From an optimization exercise on the open Yosys and OpenROAD flow, aimed at small area, a short achievable clock period and few clock cycles; shortcuts taken in it are not production practice. In this exercise RTL edits were held to simulation tests only and were not proved equivalent to the original. Power is estimated from default activity; no workload was simulated.

==> design/flow/config.mk <==
export PLATFORM = sky130hd
export DESIGN_NAME = ca_core
export DESIGN_NICKNAME = ca_core
export VERILOG_FILES = /design/flow/design.v
export SDC_FILE = /design/flow/constraint.sdc
export NUM_CORES = 4
export LEC_CHECK = 0
export CAP_MARGIN = 20
export CORE_MARGIN = 2
export CORE_UTILIZATION = 40
export SLEW_MARGIN = 20
==> design/flow/constraint.sdc <==
create_clock -name core_clock -period 15.0 [get_ports {clk}]
set_input_delay 3.0000 -clock core_clock [delete_from_list [all_inputs] [get_ports {clk}]]
set_output_delay 3.0000 -clock core_clock [all_outputs]
set_load 0.01 [all_outputs]
==> design/flow/design.v <==
module ca_divider (
    input  wire        clk,
    input  wire        rst,
    input  wire        start_div,
    input  wire        start_mul,
    input  wire        is_mod,
    input  wire [31:0] a,
    input  wire [31:0] b,
    output wire        done,
    output wire [31:0] result
);
    localparam [2:0] U_IDLE = 3'd0, U_NORM = 3'd1, U_DIV = 3'd2, U_WB = 3'd3, U_MUL = 3'd4;
    reg [2:0]  st;
    reg [31:0] r;         
    reg [31:0] d;         
    reg [31:0] q;         
    reg [31:0] ca, cb;    
    reg        cv;        
    reg [4:0]  cnt;
    function [5:0] lzc32(input [31:0] x);
        reg [15:0] y16;
        reg [7:0]  y8;
        reg [3:0]  y4;
        reg [1:0]  y2;
        reg z16, z8, z4, z2, z1;
        begin
            z16 = (x[31:16] == 16'd0);
            y16 = z16 ? x[15:0] : x[31:16];
            z8  = (y16[15:8] == 8'd0);
            y8  = z8 ? y16[7:0] : y16[15:8];
            z4  = (y8[7:4] == 4'd0);
            y4  = z4 ? y8[3:0] : y8[7:4];
            z2  = (y4[3:2] == 2'd0);
            y2  = z2 ? y4[1:0] : y4[3:2];
            z1  = ~y2[1];
            lzc32 = (z16 & z8 & z4 & z2 & z1 & ~y2[0]) ? 6'd32 : {1'b0, z16, z8, z4, z2, z1};
        end
    endfunction
    wire [31:0] a_abs = a[31] ? (~a + 32'd1) : a;
    wire [31:0] b_abs = b[31] ? (~b + 32'd1) : b;
    wire        hit   = cv && (a == ca) && (b == cb);
    wire [5:0]  lz_r  = lzc32(r);
    wire [5:0]  lz_d  = lzc32(d);
    wire [5:0]  shamt = lz_d - lz_r;
    wire        a_small = (lz_r > lz_d);           
    wire [32:0] diff  = {1'b0, r} - {1'b0, d};
    wire [31:0] pnew  = r + (d & {32{q[0]}}) + ({d[30:0], 1'b0} & {32{q[1]}})
                          + ({d[29:0], 2'b0} & {32{q[2]}}) + ({d[28:0], 3'b0} & {32{q[3]}});
    wire        mul_last = (q[31:4] == 28'd0);
    always @(posedge clk) begin
        if (rst) begin
            st <= U_IDLE;
            cv <= 1'b0;
        end else begin
            case (st)
            U_IDLE: begin
                if (start_div) begin
                    if (hit) begin
                        st <= U_WB;
                    end else begin
                        r  <= a_abs;
                        d  <= b_abs;
                        q  <= 32'd0;
                        ca <= a;
                        cb <= b;
                        cv <= 1'b0;
                        st <= U_NORM;
                    end
                end else if (start_mul) begin
                    r  <= 32'd0;
                    d  <= a;
                    q  <= b;
                    cv <= 1'b0;
                    st <= U_MUL;
                end
            end
            U_NORM: begin
                if (a_small) begin
                    st <= U_WB;
                end else begin
                    d   <= d << shamt[4:0];
                    cnt <= shamt[4:0];
                    st  <= U_DIV;
                end
            end
            U_DIV: begin
                if (!diff[32]) r <= diff[31:0];
                q   <= {q[30:0], ~diff[32]};
                d   <= {1'b0, d[31:1]};
                cnt <= cnt - 5'd1;
                if (cnt == 5'd0) st <= U_WB;
            end
            U_WB: begin
                cv <= 1'b1;
                st <= U_IDLE;
            end
            U_MUL: begin
                r <= pnew;
                d <= {d[27:0], 4'd0};
                q <= {4'd0, q[31:4]};
                if (mul_last) st <= U_IDLE;
            end
            default: st <= U_IDLE;
            endcase
        end
    end
    wire [31:0] quo = (ca[31] ^ cb[31]) ? (~q + 32'd1) : q;
    wire [31:0] rem = ca[31] ? (~r + 32'd1) : r;
    assign done   = (st == U_WB) || (st == U_MUL && mul_last);
    assign result = (st == U_MUL) ? pnew : (is_mod ? rem : quo);
endmodule
module ca_core (
    input  wire        clk,
    input  wire        rst,
    output wire        imem_en,
    output wire [9:0]  imem_addr,
    input  wire [47:0] imem_rdata,
    output reg         dmem_en,
    output reg         dmem_we,
    output reg  [9:0]  dmem_addr,
    output reg  [31:0] dmem_wdata,
    input  wire [31:0] dmem_rdata,
    input  wire        in_valid,
    input  wire [31:0] in_tick,
    input  wire [20:0] in_char,
    output wire        in_ack,
    output reg         out_valid,
    output reg  [20:0] out_data,
    output reg         halted,
    output reg         faulted,
    output reg  [2:0]  fault_code,
    output reg  [31:0] tick,
    output reg  [31:0] icount
);
    localparam [2:0] F_NONE  = 3'd0,
                     F_ARITH = 3'd1,
                     F_MEMD  = 3'd2,
                     F_MEMI  = 3'd3,
                     F_IO    = 3'd4,
                     F_ILL   = 3'd5;
    localparam [4:0] OP_ADD = 5'd0,  OP_SUB = 5'd1,  OP_DIV = 5'd2,  OP_MOD = 5'd3,
                     OP_MUL = 5'd4,  OP_CMP = 5'd5,  OP_JE  = 5'd6,  OP_JNE = 5'd7,
                     OP_JMP = 5'd8,  OP_OUT = 5'd9,  OP_IN  = 5'd10, OP_LD  = 5'd11,
                     OP_SV  = 5'd12, OP_IRET = 5'd13, OP_STI = 5'd14, OP_CLI = 5'd15,
                     OP_HALT = 5'd16;
    localparam [2:0] E_IDLE = 3'd0,    
                     E_LD   = 3'd1,    
                     E_IRET = 3'd2,    
                     E_MD   = 3'd3,    
                     E_INT2 = 3'd4,    
                     E_INT3 = 3'd5;    
    reg [31:0] r1, r2, r3, r4;
    reg [31:0] sp;
    reg [31:0] pc;                 
    reg        ie;
    reg        in_intr;
    reg        latch_full;
    reg [20:0] latch_char;
    reg [9:0]  fpc;                
    reg        dv;                 
    reg        ev;                 
    reg [47:0] ir;
    reg        ir_legal;
    reg        ir_single;          
    reg [2:0]  es;
    reg        due_r;              
    reg        due_stale;          
    wire done = halted | faulted;
    function legal_word(input [47:0] w);
        reg [4:0] o;
        reg fa, fb, fj, fl, fi, ho, h1, h2, ook, a1ok, a2ok;
        begin
            o  = w[47:43];
            fa = (o <= OP_CMP);
            fb = (o == OP_JE) || (o == OP_JNE) || (o == OP_SV);
            fj = (o == OP_JMP) || (o == OP_OUT);
            fl = (o == OP_LD);
            fi = (o == OP_IN);
            ho = fa || fl || fi;
            h1 = fa || fb;
            h2 = fa || fb || fj || fl;
            ook  = ho ? (w[42:40] >= 3'd1 && w[42:40] <= 3'd5) : (w[42:40] == 3'd0);
            a1ok = h1 ? (w[39:37] <= 3'd5) : (w[39:37] == 3'd0);
            a2ok = h2 ? (w[36] || (w[31:3] == 29'd0 && w[2:0] <= 3'd5))
                      : (!w[36] && w[31:0] == 32'd0);
            legal_word = (o <= OP_HALT) && (w[35:32] == 4'd0) && ook && a1ok && a2ok;
        end
    endfunction
    wire [4:0] w_op = imem_rdata[47:43];
    wire w_single = !(w_op == OP_DIV || w_op == OP_MOD || w_op == OP_MUL ||
                      w_op == OP_LD  || w_op == OP_IRET);
    wire [4:0]  op     = ir[47:43];
    wire [2:0]  f_out  = ir[42:40];
    wire [2:0]  f_arg1 = ir[39:37];
    wire        f_t    = ir[36];
    wire [31:0] f_arg2 = ir[31:0];
    reg [31:0] a_val, b_reg;
    always @* begin
        case (f_arg1)
        3'd1:    a_val = r1;
        3'd2:    a_val = r2;
        3'd3:    a_val = r3;
        3'd4:    a_val = r4;
        3'd5:    a_val = sp;
        default: a_val = 32'd0;
        endcase
        case (f_arg2[2:0])
        3'd1:    b_reg = r1;
        3'd2:    b_reg = r2;
        3'd3:    b_reg = r3;
        3'd4:    b_reg = r4;
        3'd5:    b_reg = sp;
        default: b_reg = 32'd0;
        endcase
    end
    wire [31:0] b_val = f_t ? f_arg2 : b_reg;
    wire        pc_bad  = (pc[31:10] != 22'd0);
    wire [31:0] pc_inc  = {21'd0, {1'b0, pc[9:0]} + 11'd1};
    wire        b_ok    = (b_val[31:10] == 22'd0);
    wire        sp_ok   = (sp[31:10] == 22'd0);
    wire [31:0] sp_dec  = sp - 32'd1;
    wire        push_ok = (sp_dec[31:10] == 22'd0);
    wire        a_zero  = (a_val == 32'd0);
    wire chk      = (es == E_IDLE) && !done;
    wire due_ok   = due_r && !due_stale;
    wire drop     = chk && in_intr && due_ok;
    wire take_int = chk && !in_intr && ie && due_ok;
    wire go       = chk && ev && !due_stale && !(due_r && (in_intr || ie));
    wire x        = go && !pc_bad && ir_legal;
    wire is_alu  = (op == OP_ADD) || (op == OP_SUB) || (op == OP_CMP);
    wire is_div  = (op == OP_DIV) || (op == OP_MOD);
    wire br_take = (op == OP_JMP) || (op == OP_JE && a_zero) || (op == OP_JNE && !a_zero);
    wire is_br   = (op == OP_JMP) || (op == OP_JE) || (op == OP_JNE);
    wire f_arith = is_div && (b_val == 32'd0);
    wire f_io    = (op == OP_IN) && !latch_full;
    wire f_memd  = ((op == OP_LD || op == OP_SV) && !b_ok) || (op == OP_IRET && !sp_ok);
    wire ok      = x && !f_arith && !f_io && !f_memd;
    wire redirect = x && br_take;
    wire        md_done;
    wire [31:0] md_result;
    ca_divider u_div (
        .clk       (clk),
        .rst       (rst),
        .start_div (x && is_div),
        .start_mul (x && op == OP_MUL),
        .is_mod    (op == OP_MOD),
        .a         (a_val),
        .b         (b_val),
        .done      (md_done),
        .result    (md_result)
    );
    wire fin = (ok && ir_single) || (es == E_LD) || (es == E_IRET) || (es == E_MD && md_done);
    wire adv = (go && ir_single) || (es == E_LD) || (es == E_MD && md_done);
    assign imem_en   = redirect || !dv || !ev || adv;
    assign imem_addr = redirect ? b_val[9:0] : fpc;
    wire flush = take_int || (es == E_INT2) || (es == E_INT3) || (es == E_IRET);
    wire rf_we = (ok && (is_alu || op == OP_IN)) || (es == E_LD) || (es == E_MD && md_done);
    wire [31:0] alu_res = (op == OP_ADD) ? (a_val + b_val) : (a_val - b_val);
    reg  [31:0] rf_wdata;
    always @* begin
        if (es == E_LD)
            rf_wdata = dmem_rdata;
        else if (es == E_MD)
            rf_wdata = md_result;
        else if (op == OP_IN)
            rf_wdata = {11'd0, latch_char};
        else
            rf_wdata = alu_res;
    end
    always @(posedge clk) begin
        if (rf_we && f_out == 3'd1) r1 <= rf_wdata;
        if (rf_we && f_out == 3'd2) r2 <= rf_wdata;
        if (rf_we && f_out == 3'd3) r3 <= rf_wdata;
        if (rf_we && f_out == 3'd4) r4 <= rf_wdata;
    end
    wire push = take_int && push_ok;
    always @(posedge clk) begin
        if (rst)
            sp <= 32'd1023;
        else if (push)
            sp <= sp_dec;
        else if (es == E_IRET)
            sp <= sp + 32'd1;
        else if (rf_we && f_out == 3'd5)
            sp <= rf_wdata;
    end
    assign in_ack = drop || push;
    always @* begin
        dmem_en    = 1'b0;
        dmem_we    = 1'b0;
        dmem_addr  = b_val[9:0];
        dmem_wdata = a_val;
        if (push) begin
            dmem_en    = 1'b1;
            dmem_we    = 1'b1;
            dmem_addr  = sp_dec[9:0];
            dmem_wdata = pc;
        end else if (es == E_INT2) begin
            dmem_en    = 1'b1;
            dmem_addr  = 10'd0;
        end else if (x && op == OP_IRET) begin
            dmem_en    = 1'b1;
            dmem_addr  = sp[9:0];
        end else if (x && (op == OP_LD || op == OP_SV)) begin
            dmem_en    = 1'b1;
            dmem_we    = (op == OP_SV) && b_ok;
        end
    end
    wire [31:0] tick_p1 = tick + 32'd1;
    wire c0 = (in_tick <= tick);
    wire c1 = (in_tick <= tick_p1);
    always @(posedge clk) begin
        if (rst) begin
            es         <= E_IDLE;
            pc         <= 32'd0;
            fpc        <= 10'd0;
            dv         <= 1'b0;
            ev         <= 1'b0;
            ie         <= 1'b0;
            in_intr    <= 1'b0;
            latch_full <= 1'b0;
            halted     <= 1'b0;
            faulted    <= 1'b0;
            fault_code <= F_NONE;
            tick       <= 32'd0;
            icount     <= 32'd0;
            out_valid  <= 1'b0;
            due_r      <= 1'b0;
            due_stale  <= 1'b1;
        end else begin
            if (flush)
                dv <= 1'b0;
            else if (imem_en)
                dv <= 1'b1;
            if (es == E_IRET || es == E_INT3)
                fpc <= dmem_rdata[9:0];
            else if (redirect)
                fpc <= b_val[9:0] + 10'd1;
            else if (imem_en)
                fpc <= fpc + 10'd1;
            if (flush || redirect) begin
                ev <= 1'b0;
            end else if (!ev || adv) begin
                ev       <= dv;
                ir       <= imem_rdata;
                ir_legal <= legal_word(imem_rdata);
                ir_single <= w_single;
            end
            due_r     <= in_valid && (adv ? c1 : c0);
            due_stale <= in_ack;
            out_valid <= ok && (op == OP_OUT);
            if (ok && op == OP_OUT) out_data <= b_val[20:0];
            if (fin) begin
                icount <= icount + 32'd1;
                if ((redirect && op != OP_JMP) || es == E_IRET)
                    tick <= tick + 32'd2;
                else
                    tick <= tick_p1;
                if (!redirect && es != E_IRET)
                    pc <= pc_inc;
            end
            if (redirect)
                pc <= b_val;
            if (take_int) begin
                if (!push_ok) begin
                    faulted    <= 1'b1;
                    fault_code <= F_MEMD;
                end else begin
                    latch_full <= 1'b1;
                    latch_char <= in_char;
                    es         <= E_INT2;
                end
            end
            if (es == E_INT2)
                es <= E_INT3;
            if (es == E_INT3) begin
                pc      <= dmem_rdata;
                in_intr <= 1'b1;
                ie      <= 1'b0;
                tick    <= tick + 32'd4;
                es      <= E_IDLE;
            end
            if (go) begin
                if (pc_bad) begin
                    faulted    <= 1'b1;
                    fault_code <= F_MEMI;
                end else if (!ir_legal) begin
                    faulted    <= 1'b1;
                    fault_code <= F_ILL;
                end else if (f_arith) begin
                    faulted    <= 1'b1;
                    fault_code <= F_ARITH;
                end else if (f_io) begin
                    faulted    <= 1'b1;
                    fault_code <= F_IO;
                end else if (f_memd) begin
                    faulted    <= 1'b1;
                    fault_code <= F_MEMD;
                end else begin
                    case (op)
                    OP_LD:   es <= E_LD;
                    OP_IRET: es <= E_IRET;
                    OP_DIV, OP_MOD, OP_MUL: es <= E_MD;
                    OP_IN:   latch_full <= 1'b0;
                    OP_STI:  ie <= 1'b1;
                    OP_CLI:  ie <= 1'b0;
                    OP_HALT: halted <= 1'b1;
                    default: ;
                    endcase
                end
            end
            if (es == E_LD)
                es <= E_IDLE;
            if (es == E_IRET) begin
                pc      <= dmem_rdata;
                in_intr <= 1'b0;
                ie      <= 1'b1;
                es      <= E_IDLE;
            end
            if (es == E_MD && md_done)
                es <= E_IDLE;
        end
    end
endmodule
==> design/flow/run.sh <==
#!/bin/bash
# synth_recipe.tcl (not shown) runs the flow's synth.tcl, then flattens the netlist and writes it again
# the make line also repeats each setting of config.mk as NAME=value (left out here)
make -C /OpenROAD-flow-scripts/flow DESIGN_CONFIG=/design/flow/config.mk WORK_HOME=/design/flow/orfs CLKGATE_MAP_FILE= SYNTH_SCRIPT=/design/flow/synth_recipe.tcl finish
==> reports/results.txt, run 1 <==
Mux cell area share after synthesis: 5.02%
Unrepaired setup endpoints after global routing: no
Final Util: 46.6%
1st-iter DRT viols: 6,433
Worst-path fanout max: 41
DR vias/cell: 6.56
Compound-Gate Fraction of Synth Area: 21.4%
CP Data Required Time: 12.00 ns
Clock root buffer: clkbuf_16
R2R Path End: sp[30]
CTS Hold Bufs: 0
Setup TNS: 0 ns
Worst VDD drop: 0.0797 mV
Buffers added on ports: 282
Routed Wire Length: 214 mm
Largest family of logic cells by synthesized area: compound AO/OA/AOI/OAI gates
Crit-path slowest cell: a221oi_2
Number of enable flip-flop cells after synthesis: 381
Core Area: 109,000 µm²
I/O pins: 283
Tmin final: 9.23 ns
Syn Inst Count: 5,075
PwrDens: 87.6 nW/µm²
Longest Clk Path Bufs: 3
Synth unique cells: 101
Worst-Margin Slew: 1.29 ns
Die Span X: 336 µm
Clock-pin slew on the worst setup and hold paths: 0.06 ns
Post-synthesis xor/xnor area fraction: 7.83%
Clock latency on the worst-skew pair: 0.67 ns
Pre-Repair DR Iteration Count: 9
Slew Viols, Final: 0
Worst Hold Path EP: latch_full
Final Hold Vio Count: 0
Hold Crit Depth: 1
Cell mode on critical path: buf_4
GRT overflow: 0
CP top delay family: simple AND/OR/NAND/NOR gates
Fillers: 10.6k
Max reg flops: 44
Leak: 18.9 nW
Final ANT Viol Nets: 0
Worst min path class: register to register
Clock tree sinks: 539
Worst path max stage delay: 0.76 ns
Syn Std Cell Area: 44,100 µm²
Count of buffer and inverter cells on the critical path: 4
Commonest register cell after synthesis: edfxtp_1
Relative slew slack: 13.3%
Chip height: 336 µm
Total CTS buffers: 66
Initial antenna violation count: 12
Final Cycle Share: 61.5%
Register area: 14,600 µm²
Via count: 44.0k
Layout area overhead: 15.3%
DRC Markers: 0
Synth Area in Simple Gates: 18.1%
Synth warn: 2
Crit path launch type: register
Critical-path cell list: buf_4, and3b_1, a221oi_2, inv_1, or2_1, or4_1, nor4_4, xnor2_1, o41ai_4, buf_4, nand2_1, o21a_1, clkdlybuf4s50_1
Post-cts sizing count: 0
Synth Net Count: 5,485
Arr. time, crit path: 6.23 ns
First-pass GRT wire length: 299 mm
Hold wc startpoint: latch_full
Total Power: 4.45 mW
Layout cells sized above 1: 7.55%
Vias in the first global route: 40.8k
CTS tree: yes
Die ar.: 113,000 µm²
Crit. End Element: primary output
Post-Synth Adder-Cell Area: 9.33%
Starting Density: 40.4%
H-tree depth: 3
Status: complete, no violations
Max-cap violations: 0
Pin count of the biggest net entering global routing: 89
Multi-input gate area: 27,300 µm²
Rows: 121
R2R setup slack: 6.92 ns
Max frequency: 0.108 GHz
Post-CTS Setup Bufs: 0
Post-synthesis sequential area ratio: 33.1%
Total GRT Usage: 36.7%
Reg2Reg Depth: 23
Routed wire per std cell: 31.9 µm
Post-DP HPWL: 162 mm
GPL Wtd Cong: 1.08
Reg2Reg Launch Point: ir[0]
Top reg by flops: ir
Syn Area/Cell: 8.68 µm²
Kind of critical path: register to primary output
Nets: 5,643
#FFs+latches synth: 539
Setup violators final: 0
Clock skew: 0.0371 ns
Asr flop ratio synth: 0%
-- how the worst max path moves through the flow --
stage	cells after the start	endpoint	slack, ns	from
6_report	13	imem_addr[6]	5.77	ir[38]
4_1_cts	13	imem_addr[6]	5.91	ir[38]
2_1_floorplan	4	u_div.ca[0]	6.14	rst
3_3_place_gp	13	imem_addr[2]	6.72	ir[38]
5_1_grt	12	imem_en	5.52	ir[38]
3_5_place_dp	13	imem_addr[6]	6.58	ir[38]
-- synthesized netlist by cell type, types with 54 or more instances --
master / instances / area (µm²)
a211oi_1: 54 / 405
a21o_1: 68 / 510
a21oi_1: 364 / 1820
a22oi_1: 77 / 578
and2_1: 67 / 419
clkbuf_1: 271 / 1020
dfxtp_1: 158 / 3160
edfxtp_1: 381 / 11400
fa_1: 91 / 1820
ha_1: 183 / 2290
inv_1: 259 / 972
mux2i_1: 118 / 1180
nand2_1: 470 / 1760
nand3_1: 101 / 505
nand4_1: 82 / 513
nor2_1: 495 / 1860
nor3_1: 118 / 591
nor4_1: 72 / 450
o211ai_1: 54 / 405
o21ai_0: 303 / 1520
xnor2_1: 289 / 2530
xor2_1: 105 / 920
-- routing by layer --
metal	vias up	track usage [%]	routed length, µm
li1	19000	-	-
met5	-	0	124
met3	622	10.0	25400
met1	21400	47.8	83100
met2	2980	55.0	90700
met4	18	20.5	14200
-- power breakdown --
part,internal [mW],switching [mW],total (mW),leakage (nW)
Clock,0.978,0.730,1.71,1.08
Sequential,1.66,0.0250,1.69,4.79
Combinational,0.335,0.718,1.05,13.1
Total,2.98,1.47,4.45,18.9
-- logic make-up (layout without fill, tap and decap cells) --
kind of cell             count (synthesis)  in the layout
flip-flops                             539            539
XOR/XNOR                               394            394
AO/OA/AOI/OAI                         1417           1417
other                                    0              2
adder cells (fa/ha/maj)                274            274
buffers and inverters                  594            804
multiplexers                           192            192
AND/OR/NAND/NOR                       1665           1665
-- final cells by class --
class | count | area share (%)
Clock inverter | 40 | 0.988
Inverter | 266 | 1.97
Multi-Input combinational cell | 3942 | 53.8
Timing Repair Buffer | 418 | 7.56
Sequential cell | 539 | 28.8
Antenna cell | 2 | 0.00985
Clock buffer | 80 | 3.42
Tap cell | 1414 | 3.48
-- metrics by stage --
stage | cell area, µm² | cells | worst slack (ns) | hold WS, ns
3_3_place_gp | 48500 | 6579 | 6.72 | 0.440
6_report | 50800 | 6701 | 5.77 | 0.456
5_1_grt | 50800 | 6699 | 5.52 | 0.491
3_5_place_dp | 48500 | 6579 | 6.58 | 0.450
2_1_floorplan | 44100 | 5075 | 6.14 | 0.423
4_1_cts | 50800 | 6699 | 5.91 | 0.456
-- placed cells by master (no fill, tap or decap), types with 53 or more instances in the layout --
| master | count |
|---|---|
| nand2_1 | 470 |
| clkbuf_16 | 67 |
| mux2i_1 | 118 |
| xnor2_1 | 288 |
| ha_1 | 183 |
| xor2_1 | 103 |
| a21oi_1 | 362 |
| edfxtp_1 | 381 |
| o211ai_1 | 54 |
| and2_1 | 65 |
| a211oi_1 | 53 |
| clkdlybuf4s50_1 | 281 |
| dfxtp_1 | 157 |
| nor4_1 | 72 |
| nor3_1 | 115 |
| nor2_1 | 492 |
| a21o_1 | 68 |
| o21ai_0 | 303 |
| nand4_1 | 82 |
| nand3_1 | 101 |
| a22oi_1 | 77 |
| buf_4 | 137 |
| fa_1 | 90 |
| inv_1 | 258 |
Testbench counts, summed over its fixed seeds: cycles 31,178.
==> inputs of run 2 (changes only) <==
--- a/design/flow/design.v
+++ b/design/flow/design.v
@@ -14,7 +14,8 @@
     reg [31:0] r;         
     reg [31:0] d;         
     reg [31:0] q;         
-    reg [31:0] ca, cb;    
+    reg [31:0] ca;        
+    reg        cbs;       
     reg        cv;        
     reg [4:0]  cnt;
     function [5:0] lzc32(input [31:0] x);
@@ -38,7 +39,7 @@
     endfunction
     wire [31:0] a_abs = a[31] ? (~a + 32'd1) : a;
     wire [31:0] b_abs = b[31] ? (~b + 32'd1) : b;
-    wire        hit   = cv && (a == ca) && (b == cb);
+    wire        hit   = cv && (a == ca) && (b[31] == cbs) && (b_abs == d);
     wire [5:0]  lz_r  = lzc32(r);
     wire [5:0]  lz_d  = lzc32(d);
     wire [5:0]  shamt = lz_d - lz_r;
@@ -62,7 +63,7 @@
                         d  <= b_abs;
                         q  <= 32'd0;
                         ca <= a;
-                        cb <= b;
+                        cbs <= b[31];
                         cv <= 1'b0;
                         st <= U_NORM;
                     end
@@ -86,9 +87,9 @@
             U_DIV: begin
                 if (!diff[32]) r <= diff[31:0];
                 q   <= {q[30:0], ~diff[32]};
-                d   <= {1'b0, d[31:1]};
                 cnt <= cnt - 5'd1;
                 if (cnt == 5'd0) st <= U_WB;
+                else             d  <= {1'b0, d[31:1]};
             end
             U_WB: begin
                 cv <= 1'b1;
@@ -104,10 +105,11 @@
             endcase
         end
     end
-    wire [31:0] quo = (ca[31] ^ cb[31]) ? (~q + 32'd1) : q;
-    wire [31:0] rem = ca[31] ? (~r + 32'd1) : r;
+    wire        neg  = is_mod ? ca[31] : (ca[31] ^ cbs);
+    wire [31:0] mag  = is_mod ? r : q;
+    wire [31:0] dres = neg ? (~mag + 32'd1) : mag;
     assign done   = (st == U_WB) || (st == U_MUL && mul_last);
-    assign result = (st == U_MUL) ? pnew : (is_mod ? rem : quo);
+    assign result = (st == U_MUL) ? pnew : dres;
 endmodule
 module ca_core (
     input  wire        clk,
@@ -124,8 +126,8 @@
     input  wire [31:0] in_tick,
     input  wire [20:0] in_char,
     output wire        in_ack,
-    output reg         out_valid,
-    output reg  [20:0] out_data,
+    output wire        out_valid,
+    output wire [20:0] out_data,
     output reg         halted,
     output reg         faulted,
     output reg  [2:0]  fault_code,
@@ -159,12 +161,15 @@
     reg [9:0]  fpc;                
     reg        dv;                 
     reg        ev;                 
-    reg [47:0] ir;
+    reg [4:0]  op;
+    reg [2:0]  f_out;
+    reg [31:0] a_val, b_val;       
     reg        ir_legal;
     reg        ir_single;          
     reg [2:0]  es;
     reg        due_r;              
     reg        due_stale;          
+    reg        no_chk;             
     wire done = halted | faulted;
     function legal_word(input [47:0] w);
         reg [4:0] o;
@@ -189,43 +194,38 @@
     wire [4:0] w_op = imem_rdata[47:43];
     wire w_single = !(w_op == OP_DIV || w_op == OP_MOD || w_op == OP_MUL ||
                       w_op == OP_LD  || w_op == OP_IRET);
-    wire [4:0]  op     = ir[47:43];
-    wire [2:0]  f_out  = ir[42:40];
-    wire [2:0]  f_arg1 = ir[39:37];
-    wire        f_t    = ir[36];
-    wire [31:0] f_arg2 = ir[31:0];
-    reg [31:0] a_val, b_reg;
-    always @* begin
-        case (f_arg1)
-        3'd1:    a_val = r1;
-        3'd2:    a_val = r2;
-        3'd3:    a_val = r3;
-        3'd4:    a_val = r4;
-        3'd5:    a_val = sp;
-        default: a_val = 32'd0;
-        endcase
-        case (f_arg2[2:0])
-        3'd1:    b_reg = r1;
-        3'd2:    b_reg = r2;
-        3'd3:    b_reg = r3;
-        3'd4:    b_reg = r4;
-        3'd5:    b_reg = sp;
-        default: b_reg = 32'd0;
+    wire        rf_we;
+    wire [31:0] rf_wdata;
+    function [31:0] rd(input [2:0] n, input [31:0] v1, input [31:0] v2, input [31:0] v3,
+                       input [31:0] v4, input [31:0] v5);
+        case (n)
+        3'd1:    rd = v1;
+        3'd2:    rd = v2;
+        3'd3:    rd = v3;
+        3'd4:    rd = v4;
+        3'd5:    rd = v5;
+        default: rd = 32'd0;
         endcase
-    end
-    wire [31:0] b_val = f_t ? f_arg2 : b_reg;
+    endfunction
+    wire [2:0]  w_a1    = imem_rdata[39:37];
+    wire [2:0]  w_a2    = imem_rdata[2:0];
+    wire [31:0] w_a_val = (rf_we && f_out == w_a1 && w_a1 != 3'd0) ? rf_wdata :
+                          rd(w_a1, r1, r2, r3, r4, sp);
+    wire [31:0] w_b_reg = (rf_we && f_out == w_a2 && w_a2 != 3'd0) ? rf_wdata :
+                          rd(w_a2, r1, r2, r3, r4, sp);
+    wire [31:0] w_b_val = imem_rdata[36] ? imem_rdata[31:0] : w_b_reg;
     wire        pc_bad  = (pc[31:10] != 22'd0);
     wire [31:0] pc_inc  = {21'd0, {1'b0, pc[9:0]} + 11'd1};
     wire        b_ok    = (b_val[31:10] == 22'd0);
     wire        sp_ok   = (sp[31:10] == 22'd0);
-    wire [31:0] sp_dec  = sp - 32'd1;
-    wire        push_ok = (sp_dec[31:10] == 22'd0);
+    wire [31:0] sp_adj  = sp + {{31{es != E_IRET}}, 1'b1};
+    wire        push_ok = (sp_adj[31:10] == 22'd0);
     wire        a_zero  = (a_val == 32'd0);
     wire chk      = (es == E_IDLE) && !done;
-    wire due_ok   = due_r && !due_stale;
+    wire due_ok   = due_r && !due_stale && !no_chk;
     wire drop     = chk && in_intr && due_ok;
     wire take_int = chk && !in_intr && ie && due_ok;
-    wire go       = chk && ev && !due_stale && !(due_r && (in_intr || ie));
+    wire go       = chk && ev && (no_chk || (!due_stale && !(due_r && (in_intr || ie))));
     wire x        = go && !pc_bad && ir_legal;
     wire is_alu  = (op == OP_ADD) || (op == OP_SUB) || (op == OP_CMP);
     wire is_div  = (op == OP_DIV) || (op == OP_MOD);
@@ -254,19 +254,13 @@
     assign imem_en   = redirect || !dv || !ev || adv;
     assign imem_addr = redirect ? b_val[9:0] : fpc;
     wire flush = take_int || (es == E_INT2) || (es == E_INT3) || (es == E_IRET);
-    wire rf_we = (ok && (is_alu || op == OP_IN)) || (es == E_LD) || (es == E_MD && md_done);
-    wire [31:0] alu_res = (op == OP_ADD) ? (a_val + b_val) : (a_val - b_val);
-    reg  [31:0] rf_wdata;
-    always @* begin
-        if (es == E_LD)
-            rf_wdata = dmem_rdata;
-        else if (es == E_MD)
-            rf_wdata = md_result;
-        else if (op == OP_IN)
-            rf_wdata = {11'd0, latch_char};
-        else
-            rf_wdata = alu_res;
-    end
+    assign rf_we = (ok && (is_alu || op == OP_IN)) || (es == E_LD) || (es == E_MD && md_done);
+    wire        alu_sub = (op != OP_ADD);
+    wire [32:0] alu_sum = {a_val, 1'b1} + {b_val ^ {32{alu_sub}}, alu_sub};
+    wire [31:0] alu_res = alu_sum[32:1];
+    assign rf_wdata = (es == E_LD) ? dmem_rdata :
+                      (es == E_MD) ? md_result :
+                      (op == OP_IN) ? {11'd0, latch_char} : alu_res;
     always @(posedge clk) begin
         if (rf_we && f_out == 3'd1) r1 <= rf_wdata;
         if (rf_we && f_out == 3'd2) r2 <= rf_wdata;
@@ -277,10 +271,8 @@
     always @(posedge clk) begin
         if (rst)
             sp <= 32'd1023;
-        else if (push)
-            sp <= sp_dec;
-        else if (es == E_IRET)
-            sp <= sp + 32'd1;
+        else if (push || es == E_IRET)
+            sp <= sp_adj;
         else if (rf_we && f_out == 3'd5)
             sp <= rf_wdata;
     end
@@ -293,7 +285,7 @@
         if (push) begin
             dmem_en    = 1'b1;
             dmem_we    = 1'b1;
-            dmem_addr  = sp_dec[9:0];
+            dmem_addr  = sp_adj[9:0];
             dmem_wdata = pc;
         end else if (es == E_INT2) begin
             dmem_en    = 1'b1;
@@ -306,7 +298,11 @@
             dmem_we    = (op == OP_SV) && b_ok;
         end
     end
+    assign out_valid = ok && (op == OP_OUT);
+    assign out_data  = b_val[20:0];
     wire [31:0] tick_p1 = tick + 32'd1;
+    wire [2:0]  tinc    = (es == E_INT3) ? 3'd4 :
+                          (((redirect && op != OP_JMP) || es == E_IRET) ? 3'd2 : 3'd1);
     wire c0 = (in_tick <= tick);
     wire c1 = (in_tick <= tick_p1);
     always @(posedge clk) begin
@@ -324,10 +320,14 @@
             fault_code <= F_NONE;
             tick       <= 32'd0;
             icount     <= 32'd0;
-            out_valid  <= 1'b0;
             due_r      <= 1'b0;
             due_stale  <= 1'b1;
+            no_chk     <= 1'b0;
         end else begin
+            if (es == E_INT3)
+                no_chk <= 1'b1;
+            else if (go)
+                no_chk <= 1'b0;
             if (flush)
                 dv <= 1'b0;
             else if (imem_en)
@@ -342,20 +342,19 @@
                 ev <= 1'b0;
             end else if (!ev || adv) begin
                 ev       <= dv;
-                ir       <= imem_rdata;
+                op       <= imem_rdata[47:43];
+                f_out    <= imem_rdata[42:40];
+                a_val    <= w_a_val;
+                b_val    <= w_b_val;
                 ir_legal <= legal_word(imem_rdata);
                 ir_single <= w_single;
             end
             due_r     <= in_valid && (adv ? c1 : c0);
             due_stale <= in_ack;
-            out_valid <= ok && (op == OP_OUT);
-            if (ok && op == OP_OUT) out_data <= b_val[20:0];
+            if (fin || es == E_INT3)
+                tick <= tick + {29'd0, tinc};
             if (fin) begin
                 icount <= icount + 32'd1;
-                if ((redirect && op != OP_JMP) || es == E_IRET)
-                    tick <= tick + 32'd2;
-                else
-                    tick <= tick_p1;
                 if (!redirect && es != E_IRET)
                     pc <= pc_inc;
             end
@@ -377,7 +376,6 @@
                 pc      <= dmem_rdata;
                 in_intr <= 1'b1;
                 ie      <= 1'b0;
-                tick    <= tick + 32'd4;
                 es      <= E_IDLE;
             end
             if (go) begin
==> reports/results.txt, run 2 <==
Status: complete, no violations
Crit-path slowest cell: or4_2
Commonest non-fill, non-tap cell in the layout: nand2_1
Chip height: 338 µm (+0.67%)
Post-cts sizing count: 0 (unchanged)
CP top delay family: simple AND/OR/NAND/NOR gates
Clock skew: 0.0519 ns (+0.0148 ns)
Syn Std Cell Area: 44,700 µm² (+1.4%)
H-tree depth: 3 (unchanged)
Number of enable flip-flop cells after synthesis: 357 (-6.3%)
Longest Clk Path Bufs: 3 (unchanged)
Core Area: 111,000 µm² (+1.5%)
Layout area overhead: 15.1%
Syn Inst Count: 5,251 (+3.5%)
Slew Viols, Final: 0 (unchanged)
Most frequent cells in the layout: nand2_1 (542), nor2_1 (389), o21ai_0 (371)
Worst path max stage delay: 1.07 ns (+0.31 ns)
Worst min path class: register to register
Clock root buffer: clkbuf_16
Max-cap violations: 0 (unchanged)
Kind of critical path: register to primary output
Relative slew slack: 18.8% (+5.5 points)
Syn Area/Cell: 8.51 µm² (-2.0%)
Rows: 122 (+0.83%)
Final Hold Vio Count: 0 (unchanged)
Crit. End Element: primary output
Clock-pin slew on the worst setup and hold paths: 0.06 ns (about the same)
Via count: 43.9k (-0.084%)
1st-iter DRT viols: 6,588 (+2.4%)
Tmin final: 9.99 ns (+0.760 ns)
Synth unique cells: 99 (-2.0%)
PwrDens: 82.2 nW/µm² (-6.2%)
Final Util: 46.4% (-0.16 points)
GRT overflow: 0 (unchanged)
Synth Net Count: 5,692 (+3.8%)
Max frequency: 0.100 GHz (-7.6%)
Post-CTS Setup Bufs: 0 (unchanged)
Unrepaired setup endpoints after global routing: no
Die Span X: 338 µm (+0.67%)
Vias in the first global route: 41.3k (+1.3%)
Worst VDD drop: 0.0662 mV (-17%)
Synth warn: 2 (unchanged)
Setup violators final: 0 (unchanged)
Routed Wire Length: 199 mm (-6.7%)
DRC Markers: 0 (unchanged)
Post-synthesis sequential area ratio: 31.1% (-2.1 points)
Setup TNS: 0 ns (unchanged)
Final Cycle Share: 66.6% (+5.1 points)
Finished Layout Cells: 6,912 (+3.1%)
Total CTS buffers: 67 (+1.5%)
Worst-path fanout max: 45 (+9.8%)
Synth top area share: 24.0% (-2.0 points)
First-pass GRT wire length: 287 mm (-4.1%)
Pin count of the biggest net entering global routing: 67 (-25%)
Buffers added on ports: 282 (unchanged)
Clock latency on the worst-skew pair: 0.68 ns (about the same)
Layout cells sized above 1: 7.64% (+0.087 points)
Leak: 19.5 nW (+3.0%)
Worst-Margin Slew: 1.21 ns (-0.0868 ns)
Commonest register cell after synthesis: edfxtp_1
Final ANT Viol Nets: 0 (unchanged)
Post-DP HPWL: 152 mm (-6.4%)
CTS Hold Bufs: 0 (unchanged)
I/O pins: 283 (unchanged)
CP Data Required Time: 12.00 ns (about the same)
Total GRT Usage: 33.5% (-3.2 points)
Count of buffer and inverter cells on the critical path: 4 (unchanged)
Critical-path cell list: nor2_1, nand2_2, buf_4, inv_1, fa_1, nor2b_1, o31a_1, o2111ai_1, o21ai_1, a31oi_1, xnor2_1, or4_1, or3_1, or4_2, buf_4, mux2_1, clkdlybuf4s50_1
Most frequent cell after synthesis: nand2_1
DP Cell Count: 6,785 (+3.1%)
Nets: 5,808 (+2.9%)
Area leader, netlist: edfxtp_1
Die ar.: 114,000 µm² (+1.3%)
Asr flop ratio synth: 0% (unchanged)
Top post-synthesis cells by area: edfxtp_1 (24%), dfxtp_1 (7.1%), ha_1 (6.0%)
Starting Density: 40.4% (-0.067 points)
Initial antenna violation count: 12 (unchanged)
Clock tree sinks: 515 (-4.5%)
GPL Wtd Cong: 1.05 (-2.2%)
Routed wire per std cell: 28.8 µm (-9.5%)
CTS tree: yes
Arr. time, crit path: 6.99 ns (+0.76 ns)
#FFs+latches synth: 515 (-4.5%)
Synth top cells by count: nand2_1 (545), nor2_1 (402), o21ai_0 (373)
Crit path launch type: register
Pre-Repair DR Iteration Count: 10 (+1)
Cell mode on critical path: buf_4
DR vias/cell: 6.36 (-3.1%)
-- run 2: logic make-up after synthesis --
logic type | Yosys count | synth area share, %
multiplexers | 199 | 5.17
flip-flops | 515 | 31.1
buffers and inverters | 694 | 6.12
XOR/XNOR | 387 | 7.80
AND/OR/NAND/NOR | 1691 | 18.3
AO/OA/AOI/OAI | 1460 | 21.4
adder cells (fa/ha/maj) | 305 | 10.1
-- run 2: report_power, final --
part	internal [mW]	total [mW]	switching, mW
sequential	1.58	1.63	0.0434
combinational	0.325	0.910	0.585
clock	0.951	1.69	0.734
total	2.86	4.22	1.36
-- run 2: layer usage --
layer  share of wire, %  track usage, %
met4                6.5            19.0
met1                 39            43.5
met2                 43            51.2
met3                 11            7.55
met5              0.030               0
-- run 2: through the flow --
stage	power (mW)	setup WS [ns]	instance area, µm²	hold WS, ns
global placement	2.53	5.80	49100	0.465
finish	4.22	5.01	51400	0.479
floorplan	2.16	6.33	44700	0.424
global route	4.33	4.69	51400	0.499
CTS	4.20	4.97	51400	0.487
detailed placement	2.53	5.70	49100	0.467
-- run 2: worst paths after layout --
kind / startpoint / endpoint / slack (ns) / depth (start not counted)
setup reg to reg: u_div.d[29] / u_div.d[31] / 6.92 / 25
setup / recovery: es[2] / dmem_wdata[7] / 5.01 / 17
hold reg to reg: fault_code[2] / fault_code[2] / 0.48 / 2
hold / removal: fault_code[2] / fault_code[2] / 0.48 / 2
-- run 2: worst min-delay path, stage by stage (launching register included) --
cell and delay (ns):
dfxtp_1 0.31, nand3_1 0.06, a21oi_1 0.05
-- run 2: layout make-up --
| cell class | instances | area (µm²) |
|---|---|---|
| fillers | 10900 | 59300 |
| multi-input cells | 4042 | 28300 |
| flip-flops and latches | 515 | 13900 |
| repair buffers | 427 | 3910 |
| clock buffers | 83 | 1860 |
| well taps | 1488 | 1860 |
| inverters | 314 | 1180 |
| clock inverters | 40 | 389 |
| diodes | 3 | 7.51 |
Testbench counts of run 2, summed over its fixed seeds: cycles 31,178.
==> inputs of run 3 (changes only) <==
--- a/design/flow/design.v
+++ b/design/flow/design.v
@@ -18,6 +18,7 @@
     reg        cbs;       
     reg        cv;        
     reg [4:0]  cnt;
+    reg        mul_last;   
     function [5:0] lzc32(input [31:0] x);
         reg [15:0] y16;
         reg [7:0]  y8;
@@ -47,7 +48,6 @@
     wire [32:0] diff  = {1'b0, r} - {1'b0, d};
     wire [31:0] pnew  = r + (d & {32{q[0]}}) + ({d[30:0], 1'b0} & {32{q[1]}})
                           + ({d[29:0], 2'b0} & {32{q[2]}}) + ({d[28:0], 3'b0} & {32{q[3]}});
-    wire        mul_last = (q[31:4] == 28'd0);
     always @(posedge clk) begin
         if (rst) begin
             st <= U_IDLE;
@@ -71,6 +71,7 @@
                     r  <= 32'd0;
                     d  <= a;
                     q  <= b;
+                    mul_last <= (b[31:4] == 28'd0);
                     cv <= 1'b0;
                     st <= U_MUL;
                 end
@@ -99,6 +100,7 @@
                 r <= pnew;
                 d <= {d[27:0], 4'd0};
                 q <= {4'd0, q[31:4]};
+                mul_last <= (q[31:8] == 24'd0);
                 if (mul_last) st <= U_IDLE;
             end
             default: st <= U_IDLE;
@@ -150,7 +152,8 @@
                      E_IRET = 3'd2,    
                      E_MD   = 3'd3,    
                      E_INT2 = 3'd4,    
-                     E_INT3 = 3'd5;    
+                     E_INT3 = 3'd5,    
+                     E_PUSH = 3'd6;    
     reg [31:0] r1, r2, r3, r4;
     reg [31:0] sp;
     reg [31:0] pc;                 
@@ -159,11 +162,18 @@
     reg        latch_full;
     reg [20:0] latch_char;
     reg [9:0]  fpc;                
+    reg        btb_v;              
+    reg [9:0]  btb_pc;             
+    reg [9:0]  btb_tgt;            
+    reg        d_pred;             
+    reg        e_pred;             
+    reg        e_t;                
     reg        dv;                 
     reg        ev;                 
     reg [4:0]  op;
     reg [2:0]  f_out;
     reg [31:0] a_val, b_val;       
+    reg        pc_bad;             
     reg        ir_legal;
     reg        ir_single;          
     reg [2:0]  es;
@@ -214,12 +224,12 @@
     wire [31:0] w_b_reg = (rf_we && f_out == w_a2 && w_a2 != 3'd0) ? rf_wdata :
                           rd(w_a2, r1, r2, r3, r4, sp);
     wire [31:0] w_b_val = imem_rdata[36] ? imem_rdata[31:0] : w_b_reg;
-    wire        pc_bad  = (pc[31:10] != 22'd0);
     wire [31:0] pc_inc  = {21'd0, {1'b0, pc[9:0]} + 11'd1};
     wire        b_ok    = (b_val[31:10] == 22'd0);
     wire        sp_ok   = (sp[31:10] == 22'd0);
     wire [31:0] sp_adj  = sp + {{31{es != E_IRET}}, 1'b1};
-    wire        push_ok = (sp_adj[31:10] == 22'd0);
+    wire        push_ok = ((sp[31:10] == 22'd0) && (sp[9:0] != 10'd0)) || (sp == 32'd1024);
+    wire [9:0]  push_addr = sp[9:0] - 10'd1;
     wire        a_zero  = (a_val == 32'd0);
     wire chk      = (es == E_IDLE) && !done;
     wire due_ok   = due_r && !due_stale && !no_chk;
@@ -235,7 +245,9 @@
     wire f_io    = (op == OP_IN) && !latch_full;
     wire f_memd  = ((op == OP_LD || op == OP_SV) && !b_ok) || (op == OP_IRET && !sp_ok);
     wire ok      = x && !f_arith && !f_io && !f_memd;
-    wire redirect = x && br_take;
+    wire taken    = x && br_take;
+    wire redirect = x && (is_br ? (br_take != e_pred) : e_pred);
+    wire [9:0] redirect_addr = br_take ? b_val[9:0] : pc_inc[9:0];
     wire        md_done;
     wire [31:0] md_result;
     ca_divider u_div (
@@ -252,8 +264,10 @@
     wire fin = (ok && ir_single) || (es == E_LD) || (es == E_IRET) || (es == E_MD && md_done);
     wire adv = (go && ir_single) || (es == E_LD) || (es == E_MD && md_done);
     assign imem_en   = redirect || !dv || !ev || adv;
-    assign imem_addr = redirect ? b_val[9:0] : fpc;
-    wire flush = take_int || (es == E_INT2) || (es == E_INT3) || (es == E_IRET);
+    wire [9:0] req_addr = redirect ? redirect_addr : fpc;
+    wire       req_pred = btb_v && (req_addr == btb_pc);
+    assign imem_addr = req_addr;
+    wire flush = take_int || (es == E_PUSH) || (es == E_INT2) || (es == E_INT3) || (es == E_IRET);
     assign rf_we = (ok && (is_alu || op == OP_IN)) || (es == E_LD) || (es == E_MD && md_done);
     wire        alu_sub = (op != OP_ADD);
     wire [32:0] alu_sum = {a_val, 1'b1} + {b_val ^ {32{alu_sub}}, alu_sub};
@@ -267,7 +281,7 @@
         if (rf_we && f_out == 3'd3) r3 <= rf_wdata;
         if (rf_we && f_out == 3'd4) r4 <= rf_wdata;
     end
-    wire push = take_int && push_ok;
+    wire push = (es == E_PUSH);
     always @(posedge clk) begin
         if (rst)
             sp <= 32'd1023;
@@ -285,7 +299,7 @@
         if (push) begin
             dmem_en    = 1'b1;
             dmem_we    = 1'b1;
-            dmem_addr  = sp_adj[9:0];
+            dmem_addr  = push_addr;
             dmem_wdata = pc;
         end else if (es == E_INT2) begin
             dmem_en    = 1'b1;
@@ -300,16 +314,21 @@
     end
     assign out_valid = ok && (op == OP_OUT);
     assign out_data  = b_val[20:0];
+    wire [31:0] pc_d = (es == E_IRET || es == E_INT3) ? dmem_rdata :
+                       taken ? b_val :
+                       fin ? pc_inc : pc;
     wire [31:0] tick_p1 = tick + 32'd1;
     wire [2:0]  tinc    = (es == E_INT3) ? 3'd4 :
-                          (((redirect && op != OP_JMP) || es == E_IRET) ? 3'd2 : 3'd1);
+                          (((taken && op != OP_JMP) || es == E_IRET) ? 3'd2 : 3'd1);
     wire c0 = (in_tick <= tick);
     wire c1 = (in_tick <= tick_p1);
     always @(posedge clk) begin
         if (rst) begin
             es         <= E_IDLE;
             pc         <= 32'd0;
+            pc_bad     <= 1'b0;
             fpc        <= 10'd0;
+            btb_v      <= 1'b0;
             dv         <= 1'b0;
             ev         <= 1'b0;
             ie         <= 1'b0;
@@ -334,14 +353,21 @@
                 dv <= 1'b1;
             if (es == E_IRET || es == E_INT3)
                 fpc <= dmem_rdata[9:0];
-            else if (redirect)
-                fpc <= b_val[9:0] + 10'd1;
             else if (imem_en)
-                fpc <= fpc + 10'd1;
+                fpc <= req_pred ? btb_tgt : req_addr + 10'd1;
+            if (imem_en)
+                d_pred <= req_pred;
+            if (taken && !e_pred && e_t && b_val[31:10] == 22'd0) begin
+                btb_v   <= 1'b1;
+                btb_pc  <= pc[9:0];
+                btb_tgt <= b_val[9:0];
+            end
             if (flush || redirect) begin
                 ev <= 1'b0;
             end else if (!ev || adv) begin
                 ev       <= dv;
+                e_pred   <= d_pred;
+                e_t      <= imem_rdata[36];
                 op       <= imem_rdata[47:43];
                 f_out    <= imem_rdata[42:40];
                 a_val    <= w_a_val;
@@ -353,27 +379,26 @@
             due_stale <= in_ack;
             if (fin || es == E_INT3)
                 tick <= tick + {29'd0, tinc};
-            if (fin) begin
+            if (fin)
                 icount <= icount + 32'd1;
-                if (!redirect && es != E_IRET)
-                    pc <= pc_inc;
-            end
-            if (redirect)
-                pc <= b_val;
+            pc     <= pc_d;
+            pc_bad <= (pc_d[31:10] != 22'd0);
             if (take_int) begin
                 if (!push_ok) begin
                     faulted    <= 1'b1;
                     fault_code <= F_MEMD;
                 end else begin
-                    latch_full <= 1'b1;
-                    latch_char <= in_char;
-                    es         <= E_INT2;
+                    es         <= E_PUSH;
                 end
             end
+            if (push) begin
+                latch_full <= 1'b1;
+                latch_char <= in_char;
+                es         <= E_INT2;
+            end
             if (es == E_INT2)
                 es <= E_INT3;
             if (es == E_INT3) begin
-                pc      <= dmem_rdata;
                 in_intr <= 1'b1;
                 ie      <= 1'b0;
                 es      <= E_IDLE;
@@ -410,7 +435,6 @@
             if (es == E_LD)
                 es <= E_IDLE;
             if (es == E_IRET) begin
-                pc      <= dmem_rdata;
                 in_intr <= 1'b0;
                 ie      <= 1'b1;
                 es      <= E_IDLE;
==> design/flow/flow/run.sh (new file) <==
#!/bin/bash
set -euo pipefail
bash standard.sh SETUP_SLACK_MARGIN=8.5 finish > standard.log 2>&1
==> design/flow/standard.sh (new file) <==
#!/bin/bash
# synth_recipe.tcl (not shown) runs the flow's synth.tcl, then flattens the netlist and writes it again
# the make line also repeats each setting of config.mk as NAME=value (left out here)
make -C /OpenROAD-flow-scripts/flow DESIGN_CONFIG=/design/flow/config.mk WORK_HOME=/design/flow/orfs CLKGATE_MAP_FILE= SYNTH_SCRIPT=/design/flow/synth_recipe.tcl "${@:-finish}"
removed: design/flow/run.sh
==> reports/results.txt, run 3 <==
Fillers: 10.8k (-0.30%)
Clock root buffer: clkbuf_16
Pin count of the biggest net entering global routing: 69 (+3.0%)
Reg2Reg Depth: 20 (-20%)
Syn Inst Count: 5,223 (-0.53%)
Post-synthesis sequential area ratio: 32.4% (+1.3 points)
Reg2Reg Launch Point: u_div.d[1]
Worst-path fanout max: 6 (-87%)
Max frequency: 0.147 GHz (+47%)
Total GRT Usage: 33.5% (about the same)
Top post-synthesis cells by area: edfxtp_1 (25%), dfxtp_1 (7.1%), ha_1 (5.8%)
Relative slew slack: 20.0% (+1.2 points)
Post-DP HPWL: 148 mm (-2.5%)
Setup WS pre-CTS: 7.68 ns (+1.98 ns)
Via count: 44.7k (+1.8%)
Synth unique cells: 108 (+9.1%)
1st-iter DRT viols: 6,524 (-0.97%)
R2R Path End: b_val[15]
H-tree depth: 3 (unchanged)
Chip height: 340 µm (+0.54%)
Tmin final: 6.79 ns (-3.20 ns)
Worst min path class: register to register
Longest Clk Path Bufs: 3 (unchanged)
Setup TNS: 0 ns (unchanged)
Finished Layout Cells: 7,023 (+1.6%)
Worst-Margin Slew: 1.20 ns (-0.0103 ns)
Clock tree sinks: 541 (+5.0%)
Synth top cells by count: nand2_1 (479), nor2_1 (403), edfxtp_1 (381)
Synth Net Count: 5,662 (-0.53%)
Starting Density: 40.2% (-0.11 points)
Clock latency on the worst-skew pair: 0.66 ns (-0.02 ns)
Slew Viols, Final: 0 (unchanged)
Max-cap violations: 0 (unchanged)
Commonest non-fill, non-tap cell in the layout: nand2_1
Status: complete, no violations
CTS tree: yes
Routed Wire Length: 201 mm (+0.66%)
#FFs+latches synth: 541 (+5.0%)
DRC Markers: 0 (unchanged)
Core Area: 112,000 µm² (+1.4%)
Syn Area/Cell: 8.65 µm² (+1.6%)
Kind of critical path: register to primary output
GRT overflow: 0 (unchanged)
Layout cells sized above 1: 11.2% (+3.6 points)
CP startpoint: a_val[14]
Crit. End Element: primary output
Worst Setup EP: imem_addr[5]
Total CTS buffers: 69 (+3.0%)
Die ar.: 116,000 µm² (+1.1%)
Most frequent cells in the layout: nand2_1 (475), nor2_1 (386), edfxtp_1 (381)
Buffers added on ports: 282 (unchanged)
Pre-Repair DR Iteration Count: 9 (-1)
Final Cycle Share: 45.3% (-21 points)
DP Cell Count: 6,772 (-0.19%)
R2R setup slack: 8.69 ns (+1.77 ns)
Most frequent cell after synthesis: nand2_1
GPL Wtd Cong: 0.989 (-5.9%)
Leak: 20.3 nW (+3.9%)
Number of enable flip-flop cells after synthesis: 381 (+6.7%)
Multi-input gate area: 28,600 µm² (+0.98%)
Final worst-path setup slack: 8.21 ns (+3.20 ns)
Vias in the first global route: 41.6k (+0.63%)
Clock-pin slew on the worst setup and hold paths: 0.06 ns (about the same)
Routed wire per std cell: 28.6 µm (-0.93%)
Synth top area share: 25.3% (+1.3 points)
First-pass GRT wire length: 289 mm (+0.59%)
Asr flop ratio synth: 0% (unchanged)
DR vias/cell: 6.37 (+0.18%)
Commonest register cell after synthesis: edfxtp_1
I/O pins: 283 (unchanged)
Register area: 14,600 µm² (+5.5%)
Nets: 5,902 (+1.6%)
Layout area overhead: 18.3%
CTS Hold Bufs: 0 (unchanged)
Synth warn: 2 (unchanged)
Clock skew: 0.0512 ns (-0.000644 ns)
Arr. time, crit path: 3.79 ns (-3.20 ns)
Final Hold Vio Count: 0 (unchanged)
CP Data Required Time: 12.00 ns (about the same)
Rows: 123 (+0.82%)
Syn Std Cell Area: 45,200 µm² (+1.1%)
Worst VDD drop: 0.0932 mV (+41%)
Area leader, netlist: edfxtp_1
Crit path launch type: register
Die Span X: 340 µm (+0.54%)
Initial antenna violation count: 11 (-1)
Unrepaired setup endpoints after global routing: yes
Total Power: 4.49 mW (+6.2%)
Final ANT Viol Nets: 0 (unchanged)
PwrDens: 84.0 nW/µm² (+2.1%)
Setup violators final: 0 (unchanged)
-- run 3: cell count changes in the layout (fill, tap and decap cells not counted), moves of 19 or more --
cell       change
o2111ai_1     -19
o21ai_1       +20
nand4_1       -32
o21ai_0       -48
nand2_1       -67
nand3_1       +29
buf_4         +86
mux2_2        +26
edfxtp_1      +24
xor2_1        +37
a222oi_1      -24
-- run 3: cells by family (layout without fill, tap and decap cells) --
family	after synthesis	in the layout	share of synthesized area [%]
AO/OA/AOI/OAI	1457	1457	21.0
XOR/XNOR	404	404	7.84
adder cells (fa/ha/maj)	303	303	9.93
buffers and inverters	678	975	5.98
flip-flops	541	541	32.4
multiplexers	200	200	5.10
other	0	3	0
AND/OR/NAND/NOR	1640	1640	17.7
-- run 3: worst min path at each step --
stage,end,slack [ns],start,depth (start not counted)
floorplan,e_pred,0.40,d_pred,0
global placement,e_pred,0.41,d_pred,0
detailed placement,e_pred,0.43,d_pred,0
CTS,e_pred,0.44,d_pred,0
global route,e_pred,0.45,d_pred,0
finish,e_pred,0.44,d_pred,0
-- run 3: worst max-delay path, cell delays in order, from the launching register on --
cell	delay (ns)
edfxtp_1	0.43
or4_4	0.56
or3_4	0.36
nor4_4	0.24
buf_6	0.21
a31o_4	0.20
o31ai_4	0.10
buf_4	0.16
a21o_4	0.20
buf_6	0.12
a221oi_4	0.32
inv_2	0.08
buf_6	0.13
-- run 3: final cells by class --
class	instances	share of cell area [%]
clock inverters	36	0.773
diodes	3	0.0140
inverters	321	2.26
multi-input cells	4004	53.5
repair buffers	526	8.89
flip-flops and latches	541	27.4
clock buffers	92	3.66
well taps	1500	3.51
-- run 3: power breakdown --
group          leakage, nW  switching (mW)  internal [mW]
combinational         14.3           0.647          0.356
sequential            4.80          0.0449           1.67
clock                 1.15           0.736           1.03
total                 20.3            1.43           3.06
-- run 3: repair_timing --
action | CTS | global route
gates resized for setup | 141 | 80
gates cloned | 0 | 0
pin swaps | 28 | 29
endpoints found under the setup margin | 177 | 148
buffers inserted | 67 | 53
-- run 3: routing by layer --
layer  track usage, %  share of wire, %
met1             44.6                39
met2             50.5                43
met3             7.85                12
met4             17.3               6.0
met5                0             0.052
-- run 3: stage by stage --
stage / hold WS [ns] / instance area [µm²] / utilization, %
6_report: 0.443 / 53400 / 47.6
2_1_floorplan: 0.400 / 45200 / -
3_5_place_dp: 0.434 / 49500 / 44.1
4_1_cts: 0.441 / 52700 / 47.0
3_3_place_gp: 0.410 / 49500 / 44.1
5_1_grt: 0.447 / 53400 / 47.6
Testbench counts of run 3, summed over its fixed seeds: cycles 29,493.
==> inputs of run 4 (changes only) <==
--- a/design/flow/design.v
+++ b/design/flow/design.v
@@ -46,6 +46,12 @@
     wire [5:0]  shamt = lz_d - lz_r;
     wire        a_small = (lz_r > lz_d);           
     wire [32:0] diff  = {1'b0, r} - {1'b0, d};
+    wire        qb1   = ~diff[32];
+    wire [31:0] r1    = qb1 ? diff[31:0] : r;
+    wire [31:0] d_h   = {1'b0, d[31:1]};
+    wire [32:0] diff2 = {1'b0, r1} - {1'b0, d_h};
+    wire        qb2   = ~diff2[32];
+    wire [31:0] r2    = qb2 ? diff2[31:0] : r1;
     wire [31:0] pnew  = r + (d & {32{q[0]}}) + ({d[30:0], 1'b0} & {32{q[1]}})
                           + ({d[29:0], 2'b0} & {32{q[2]}}) + ({d[28:0], 3'b0} & {32{q[3]}});
     always @(posedge clk) begin
@@ -86,11 +92,21 @@
                 end
             end
             U_DIV: begin
-                if (!diff[32]) r <= diff[31:0];
-                q   <= {q[30:0], ~diff[32]};
-                cnt <= cnt - 5'd1;
-                if (cnt == 5'd0) st <= U_WB;
-                else             d  <= {1'b0, d[31:1]};
+                if (cnt == 5'd0) begin
+                    r  <= r1;
+                    q  <= {q[30:0], qb1};
+                    st <= U_WB;
+                end else begin
+                    r   <= r2;
+                    q   <= {q[29:0], qb1, qb2};
+                    cnt <= cnt - 5'd2;
+                    if (cnt == 5'd1) begin
+                        d  <= d_h;
+                        st <= U_WB;
+                    end else begin
+                        d  <= {2'b0, d[31:2]};
+                    end
+                end
             end
             U_WB: begin
                 cv <= 1'b1;
==> design/flow/flow/run.sh (replaced) <==
#!/bin/bash
set -euo pipefail
bash standard.sh SETUP_SLACK_MARGIN=9.5 finish > standard.log 2>&1
==> reports/results.txt, run 4 <==
Arr. time, crit path: 7.11 ns (+3.32 ns)
Worst min path class: register to register
Register area: 14,700 µm² (about the same)
Layout area overhead: 30.2%
Area leader, netlist: edfxtp_1
Placement Cell Area: 53,300 µm² (+7.8%)
Number of enable flip-flop cells after synthesis: 381 (unchanged)
Crit path launch type: register
Compound-Gate Fraction of Synth Area: 23.2% (+2.2 points)
CTS Hold Bufs: 0 (unchanged)
Die Span X: 353 µm (+3.8%)
Setup TNS: 0 ns (unchanged)
Die ar.: 125,000 µm² (+7.7%)
PwrDens: 76.0 nW/µm² (-9.5%)
Max frequency: 0.149 GHz (+1.4%)
Post-synthesis xor/xnor area fraction: 7.33% (-0.50 points)
Worst VDD drop: 0.0776 mV (-17%)
Via count: 52.2k (+17%)
Final Hold Vio Count: 0 (unchanged)
Synth unique cells: 119 (+10%)
Total Power: 4.82 mW (+7.4%)
CTS tree: yes
Kind of critical path: register to register
Synth top area share: 23.5% (-1.8 points)
Fillers: 11.0k (+1.2%)
Clock tree sinks: 541 (unchanged)
Total CTS buffers: 72 (+4.3%)
Final worst-path setup slack: 8.30 ns (+0.0964 ns)
H-tree depth: 3 (unchanged)
Synth top cells by count: nand2_1 (600), nor2_1 (535), a21oi_1 (490)
Routed Wire Length: 247 mm (+23%)
Nets: 6,849 (+16%)
CP Data Required Time: 15.42 ns (+3.42 ns)
Commonest non-fill, non-tap cell in the layout: nand2_1
#FFs+latches synth: 541 (unchanged)
Buffers added on ports: 282 (unchanged)
Total GRT Usage: 37.2% (+3.7 points)
I/O pins: 283 (unchanged)
Asr flop ratio synth: 0% (unchanged)
Post-synthesis sequential area ratio: 30.1% (-2.3 points)
Synth Area in Simple Gates: 19.5% (+1.8 points)
Multi-input gate area: 35,000 µm² (+22%)
Slew Viols, Final: 0 (unchanged)
Layout cells sized above 1: 21.6% (+10 points)
Syn Inst Count: 5,831 (+12%)
Final Util: 52.7% (+5.1 points)
GPL Wtd Cong: 1.03 (+4.4%)
Rows: 127 (+3.3%)
R2R setup slack: 8.30 ns (-0.39 ns)
Post-DP HPWL: 174 mm (+18%)
Synth Net Count: 6,302 (+11%)
Final Cycle Share: 44.6% (-0.64 points)
Unrepaired setup endpoints after global routing: yes
Syn Std Cell Area: 48,700 µm² (+7.8%)
Hold_ws: 0.457 ns (+0.0140 ns)
Syn Area/Cell: 8.35 µm² (-3.4%)
Initial antenna violation count: 16 (+5)
Tmin final: 6.70 ns (-0.0964 ns)
Vias in the first global route: 47.9k (+15%)
Design Area, Final: 63,400 µm² (+19%)
First-pass GRT wire length: 342 mm (+18%)
Setup WS pre-CTS: 7.14 ns (-0.539 ns)
1st-iter DRT viols: 6,909 (+5.9%)
Clock skew: 0.0332 ns (-0.0180 ns)
Mux cell area share after synthesis: 4.05% (-1.1 points)
Relative slew slack: 8.54% (-11 points)
Top post-synthesis cells by area: edfxtp_1 (24%), dfxtp_1 (6.6%), ha_1 (6.2%)
DRC Markers: 0 (unchanged)
Final ANT Viol Nets: 0 (unchanged)
Most frequent cell after synthesis: nand2_1
Post-Synth Adder-Cell Area: 10.0% (+0.12 points)
Most frequent cells in the layout: nand2_1 (556), nor2_1 (485), buf_4 (437)
Synth warn: 2 (unchanged)
Longest Clk Path Bufs: 3 (unchanged)
Starting Density: 40.5% (+0.22 points)
Crit. End Element: register
DP Cell Count: 7,457 (+10%)
Largest family of logic cells by synthesized area: compound AO/OA/AOI/OAI gates
Pre-Repair DR Iteration Count: 8 (-1)
Status: complete, no violations
Pin count of the biggest net entering global routing: 105 (+52%)
Worst-path fanout max: 7 (+1)
DR vias/cell: 6.48 (+1.8%)
Commonest register cell after synthesis: edfxtp_1
Max-cap violations: 0 (unchanged)
GRT overflow: 0 (unchanged)
Worst-Margin Slew: 1.36 ns (+0.167 ns)
Clock-pin slew on the worst setup and hold paths: 0.06 ns (about the same)
Core Area: 120,000 µm² (+7.2%)
Clock root buffer: clkbuf_16
Chip height: 353 µm (+3.8%)
Finished Layout Cells: 8,051 (+15%)
Setup violators final: 0 (unchanged)
Clock latency on the worst-skew pair: 0.69 ns (+0.03 ns)
Leak: 24.2 nW (+20%)
Routed wire per std cell: 30.7 µm (+7.3%)
==> run 4: cell count changes after synthesis, moves of 32 or more <==
cell,change
nor2_1,+132
a21oi_1,+113
a21o_1,+36
mux2_2,-32
xor2_1,-54
nand2_1,+121
clkbuf_1,+44
o21ai_0,-57
xnor2_1,+55
==> run 4: area by class of cell <==
cell class | count | share of cell area, %
Tap cell | 1612 | 3.18
Inverter | 311 | 1.89
Clock buffer | 94 | 3.05
Timing Repair Buffer | 863 | 12.8
Sequential cell | 541 | 23.1
Clock inverter | 38 | 0.679
Antenna cell | 3 | 0.0118
Multi-Input combinational cell | 4589 | 55.2
==> run 4: report_power, final <==
group / leakage (nW) / switching, mW / total (mW) / internal (mW)
Sequential: 4.80 / 0.0507 / 1.72 / 1.67
Combinational: 18.3 / 0.814 / 1.32 / 0.502
Clock: 1.14 / 0.781 / 1.78 / 0.996
==> run 4: repair_timing <==
item                                    4_1_cts  5_1_grt
setup buffers                               258      177
endpoints found under the setup margin      370      385
gates resized for setup                     561      509
cloned                                       19        5
pin swaps                                   107      221
==> run 4: path summary, 6_finish.rpt <==
kind              startpoint    endpoint  cells after the start
hold reg to reg       d_pred      e_pred                      0
setup reg to reg  u_div.d[0]  u_div.r[5]                     26
setup / recovery  u_div.d[0]  u_div.r[5]                     26
hold / removal        d_pred      e_pred                      0
==> run 4: cells by family after synthesis <==
family          after synthesis
simple gates               1965
compound gates             1697
buf+inv                     710
flops                       541
xor+xnor                    406
fa+ha+maj                   335
mux                         177
==> run 4: critical path, stage by stage, from the launching register on <==
cell and delay (ns):
edfxtp_1 0.52, ha_4 0.22, fa_2 0.34, nand2b_4 0.16
a21oi_4 0.20, o21ai_4 0.10, a21oi_4 0.23, o211ai_1 0.18
o211ai_1 0.21, buf_4 0.16, a41oi_4 0.12, buf_12 0.18
buf_8 0.14, mux2i_4 0.20, fa_2 0.41, a21o_1 0.20
a311oi_2 0.29, a21o_1 0.28, a211oi_4 0.11, o22a_1 0.27
a311o_1 0.36, a2111o_1 0.47, a31oi_4 0.19, a21oi_4 0.09
buf_12 0.19, mux2_2 0.28, a221o_1 0.30
==> run 4: routing by layer <==
metal | routed length [µm] | GRT usage [%] | share of wire (%) | vias up
li1 | - | - | - | 22500
met1 | 94500 | 47.6 | 38 | 25400
met2 | 104000 | 55.7 | 42 | 3483
met3 | 28600 | 10.1 | 12 | 857
met4 | 19200 | 22.8 | 7.8 | 20
met5 | 120 | 0 | 0.049 | -
Testbench counts of run 4, summed over its fixed seeds: cycles 26,875.

-- re-timing with driven ports --
The flow's constraints put no driver on any port. The routed layouts listed below were extracted and timed again, unchanged, in two steps.
Step 1 assumes that a clkbuf_16 drives the clock port and a buf_2 every other input.
Step 2 adds t to the input delays and takes it off the output delays; t is the mean of the earliest and latest rising clock arrival at the registers after step 1. Input paths then give back, and output paths get back, about the clock's delay inside the block.
Three values: ideal, step 1, step 2; two values: the first two.
| run | t (ns) | setup WS [ns] | cell pins on the clock port's net |
|---|---|---|---|
| run 1 | 0.726 | 5.771 / 5.695 / 6.421 | 1 |
| run 2 | 0.734 | 5.011 / 4.929 / 5.663 | 1 |
| run 3 | 0.718 | 8.208 / 8.128 / 8.404 | 1 |
| run 4 | 0.752 | 8.304 / 8.304 / 8.304 | 1 |
After both steps every run listed still meets setup and hold.
